What follows belongs to an exercise in optimizing a design on an open flow for small area, a short achievable clock period and few clock cycles; a production flow would make more cautious choices.
Only simulation tests tie the RTL to the original design; equivalence was not proved.
Power and IR drop assume default switching activity.

== the reference run ==
// mbxrc
module mbxrc (
    input  wire        clk,
    input  wire        rst,         
    input  wire        side_fw,     
    input  wire        req_valid,
    input  wire        req_we,
    input  wire [7:0]  req_addr,
    input  wire [31:0] req_wdata,
    output reg         req_ready,
    output reg  [31:0] req_rdata,
    output reg         mem_valid,
    output reg         mem_we,
    output reg  [6:0]  mem_addr,
    output reg  [31:0] mem_wdata,
    input  wire        mem_ready,
    input  wire [31:0] mem_rdata,
    output reg         diag_valid,
    output reg  [31:0] diag_data
);
make LEC_CHECK=0 CAP_MARGIN=20 CORE_MARGIN=2 CORE_UTILIZATION=40 CTS_CLUSTER_DIAMETER=60 CTS_CLUSTER_SIZE=20 SETUP_SLACK_MARGIN=3.7 SLEW_MARGIN=20 finish   # period 10.0 ns
run.sh (not shown) runs the stock make flow with config.mk's settings and CLKGATE_MAP_FILE= SYNTH_SCRIPT=/design/flow/synth_recipe.tcl, a recipe that flattens the netlist after the stock synthesis.
The reference run closes out successfully: all stages finished, all timing, DRC and antenna checks passed.
Testbench counts of the reference run, summed over its fixed seeds: cycles 46,105.
--- input diff the reference run..the trial run ---
- swapping 3.7 for 4 in SETUP_SLACK_MARGIN
Notes after the runs:
The flow did not stop early for the trial run: all stages ran, and the layout cleared the timing, design-rule and antenna checks.
Summary: via count, the trial run worse than the reference run
Switching power share of the total in the trial run is 0.98 points higher than in the reference run
The trial run vs. the reference run: total design power -0.93%; fmax +about 0.8%; critical path data required time -2.42 ns.

========
Setup of run 1:
mbxrc, a different RTL version from the one above (not shown whole).
For scale: ~830 flip-flops, about 190 I/O pins.
make LEC_CHECK=0 CAP_MARGIN=20 CORE_MARGIN=2 CORE_UTILIZATION=40 CTS_CLUSTER_DIAMETER=60 CTS_CLUSTER_SIZE=20 SETUP_SLACK_MARGIN=3.85 SLEW_MARGIN=20 finish   # period 10.0 ns
Run 1: flow completed, timing, DRC and antenna clean
Testbench counts of run 1, summed over its fixed seeds: cycles 45,433.
#### Input delta (run 2 over run 1)
Settings: a change of CTS_CLUSTER_SIZE from 20 to 25; a change of CTS_CLUSTER_DIAMETER from 60 to 80; a change of SETUP_SLACK_MARGIN from 3.85 to 4.
==> flow/flow/run.sh (new file) <==
#!/bin/bash
# Layout: the standard ORFS flow (standard.sh, synthesis unchanged) with two
# layout choices passed to ORFS:
#  - the port buffers that buffer_ports inserts are sky130_fd_sc_hd__buf_2
#    (by default it picks the delay cell sky130_fd_sc_hd__clkdlybuf4s50_1);
set -euo pipefail
bash standard.sh \
  "BUFFER_PORTS_ARGS=-buffer_cell sky130_fd_sc_hd__buf_2" \
  "CTS_ARGS=-sink_clustering_enable -repair_clock_nets -sink_clustering_size 25 -sink_clustering_max_diameter 80 -dont_use_dummy_load" \
  finish > layout.log 2>&1
==> flow/standard.sh (new file) <==
#!/bin/bash
# synth_recipe.tcl (not shown) runs the flow's synth.tcl, then flattens the netlist and writes it again
# the make line also repeats each setting of config.mk as NAME=value (left out here)
make -C /OpenROAD-flow-scripts/flow DESIGN_CONFIG=/design/flow/config.mk WORK_HOME=/design/flow/orfs CLKGATE_MAP_FILE= SYNTH_SCRIPT=/design/flow/synth_recipe.tcl "${@:-finish}"
removed: flow/run.sh
==> comparison <==
| share of the final layout cell area in sequential cells | lower: run 1 |
Global-route usage sits higher in run 2 than in run 1.
In run 2, combinational gate power is lower than in run 1.
Number of nets in the final layout is lower on run 2
Modified inputs, run 3 compared to run 2
Settings: a change of CTS_CLUSTER_SIZE from 25 to 20; a change of CTS_CLUSTER_DIAMETER from 80 to 60.
==> flow/run.sh (new file) <==
#!/bin/bash
# synth_recipe.tcl (not shown) runs the flow's synth.tcl, then flattens the netlist and writes it again
# the make line also repeats each setting of config.mk as NAME=value (left out here)
make -C /OpenROAD-flow-scripts/flow DESIGN_CONFIG=/design/flow/config.mk WORK_HOME=/design/flow/orfs CLKGATE_MAP_FILE= SYNTH_SCRIPT=/design/flow/synth_recipe.tcl finish
removed: flow/flow/run.sh
removed: flow/standard.sh
[summary]
- Wire length of the first global-routing pass: run 3 > run 2
- Run 3 -> run 2: HPWL after detailed placement flat
- Number of filler instances in the final layout, run 3 vs run 2: down by a few percent
- Run 3 ends up with higher global-route usage than run 2 does.
- Looking at register-to-register setup slack, run 3 sits below run 2.
- Looking at met3 capacity usage during global routing, run 3 sits 0.74 points higher than run 2 does.
Changes in run 4 relative to run 3:
==> flow/flow/run.sh (new file) <==
#!/bin/bash
# Layout: the standard ORFS flow (standard.sh, synthesis unchanged) with two
# layout choices passed to ORFS:
#  - the port buffers that buffer_ports inserts are sky130_fd_sc_hd__buf_2
#    (by default it picks the delay cell sky130_fd_sc_hd__clkdlybuf4s50_1);
set -euo pipefail
bash standard.sh \
  "BUFFER_PORTS_ARGS=-buffer_cell sky130_fd_sc_hd__buf_2" \
  "CTS_ARGS=-sink_clustering_enable -repair_clock_nets -sink_clustering_size 20 -sink_clustering_max_diameter 60 -dont_use_dummy_load" \
  finish > layout.log 2>&1
==> flow/standard.sh (new file) <==
#!/bin/bash
# synth_recipe.tcl (not shown) runs the flow's synth.tcl, then flattens the netlist and writes it again
# the make line also repeats each setting of config.mk as NAME=value (left out here)
make -C /OpenROAD-flow-scripts/flow DESIGN_CONFIG=/design/flow/config.mk WORK_HOME=/design/flow/orfs CLKGATE_MAP_FILE= SYNTH_SCRIPT=/design/flow/synth_recipe.tcl "${@:-finish}"
removed: flow/run.sh
==> run summary <==
Going from run 3 to run 4, the global-route wire length before repair was found to have gone down by about 0.6%. Diff run 3..run 4 | area after synthesis | unchanged. Combinational cell fraction of total power is higher on run 3. Clock power in run 4 is 13% lower than in run 3. Gate count after technology mapping came out exactly the same in run 3 and run 4.

========
Setup of 06-22:
Another version of the RTL of mbxrc (not shown whole).
Size in the first run: ~830 flip-flops, about 190 I/O pins.
clock: 10.0 ns
lec_check: 0
cap_margin: 20
core_margin: 2
core_utilization: 40
cts_cluster_diameter: 80
cts_cluster_size: 25
setup_slack_margin: 4
slew_margin: 20
standard.sh (not shown) runs the stock make flow with config.mk's settings and CLKGATE_MAP_FILE= SYNTH_SCRIPT=/design/flow/synth_recipe.tcl, a recipe that flattens the netlist after the stock synthesis.
==> flow/flow/run.sh <==
#!/bin/bash
# Layout: the standard ORFS flow (standard.sh, synthesis unchanged) with two
# layout choices passed to ORFS:
#  - the port buffers that buffer_ports inserts are sky130_fd_sc_hd__buf_2
#    (by default it picks the delay cell sky130_fd_sc_hd__clkdlybuf4s50_1);
set -euo pipefail
bash standard.sh \
  "BUFFER_PORTS_ARGS=-buffer_cell sky130_fd_sc_hd__buf_2" \
  "CTS_ARGS=-sink_clustering_enable -repair_clock_nets -sink_clustering_size 25 -sink_clustering_max_diameter 80 -dont_use_dummy_load" \
  finish > layout.log 2>&1
Testbench counts of 06-22, summed over its fixed seeds: cycles 45,311.
The inputs of 04-01 differ from those of 06-22 as listed below.
# 06-22
export LEC_CHECK = 0
export CAP_MARGIN = 20
export CORE_MARGIN = 2
export CORE_UTILIZATION = 40
export CTS_CLUSTER_DIAMETER = 80
export CTS_CLUSTER_SIZE = 25
export SETUP_SLACK_MARGIN = 4
export SLEW_MARGIN = 20
create_clock -name core_clock -period 10.0 [get_ports {clk}]
# 04-01
export LEC_CHECK = 0
export CAP_MARGIN = 20
export CORE_MARGIN = 2
export CORE_UTILIZATION = 40
export CTS_CLUSTER_DIAMETER = 60
export CTS_CLUSTER_SIZE = 20
export SETUP_SLACK_MARGIN = 4
export SLEW_MARGIN = 20
create_clock -name core_clock -period 10.0 [get_ports {clk}]
==> flow/run.sh (new file) <==
#!/bin/bash
# synth_recipe.tcl (not shown) runs the flow's synth.tcl, then flattens the netlist and writes it again
# the make line also repeats each setting of config.mk as NAME=value (left out here)
make -C /OpenROAD-flow-scripts/flow DESIGN_CONFIG=/design/flow/config.mk WORK_HOME=/design/flow/orfs CLKGATE_MAP_FILE= SYNTH_SCRIPT=/design/flow/synth_recipe.tcl finish
removed: flow/flow/run.sh
removed: flow/standard.sh
04-01 went all the way through synthesis, placement and routing and the layout is clean on timing, DRC and antenna. Comparing 06-22 with 04-01, the mean number of vias per cell came out essentially unchanged. The core utilization in 04-01 sits 2.6 points above the value recorded for 06-22. Looking at total global routing track utilization, 04-01 sits 0.27 points higher than 06-22 does. Smallest setup slack after layout deteriorates in 04-01 relative to 06-22.

[re-timing with driven ports]
The flow's constraints put no driver on any port. The routed layouts listed below were extracted and timed again, unchanged, in two steps.
Step 1, drivers: a clkbuf_16 drives clk and a buf_2 each remaining input, both assumed.
Step 2, shift: input delay + t, output delay - t, t = (earliest + latest rising clock arrival at the registers) / 2. This alone moves slack from input paths to output paths.
a / b / c = ideal ports / drivers / drivers and shift; a / b = the first two.
run	t (ns)	setup WS [ns]	worst setup path at the end
the reference run	0.749	3.627 / 3.632 / 2.883	input to register
the trial run	0.757	3.679 / 3.620 / 3.121	input to register
run 1	0.799	3.698 / 3.644 / 3.108	input to register
run 2	0.748	3.821 / 3.766 / 3.311	input to register
run 3	0.746	3.830 / 3.774 / 3.310	input to register
run 4	0.734	3.831 / 3.777 / 3.320	input to register
06-22	0.750	3.685 / 3.631 / 3.137	input to register
04-01	0.774	3.627 / 3.573 / 3.210	input to register
After both steps every run listed still meets setup and hold. For the reference run, which loses most, drivers alone change the setup slack by +0.005 ns; drivers and shift together by -0.744 ns.
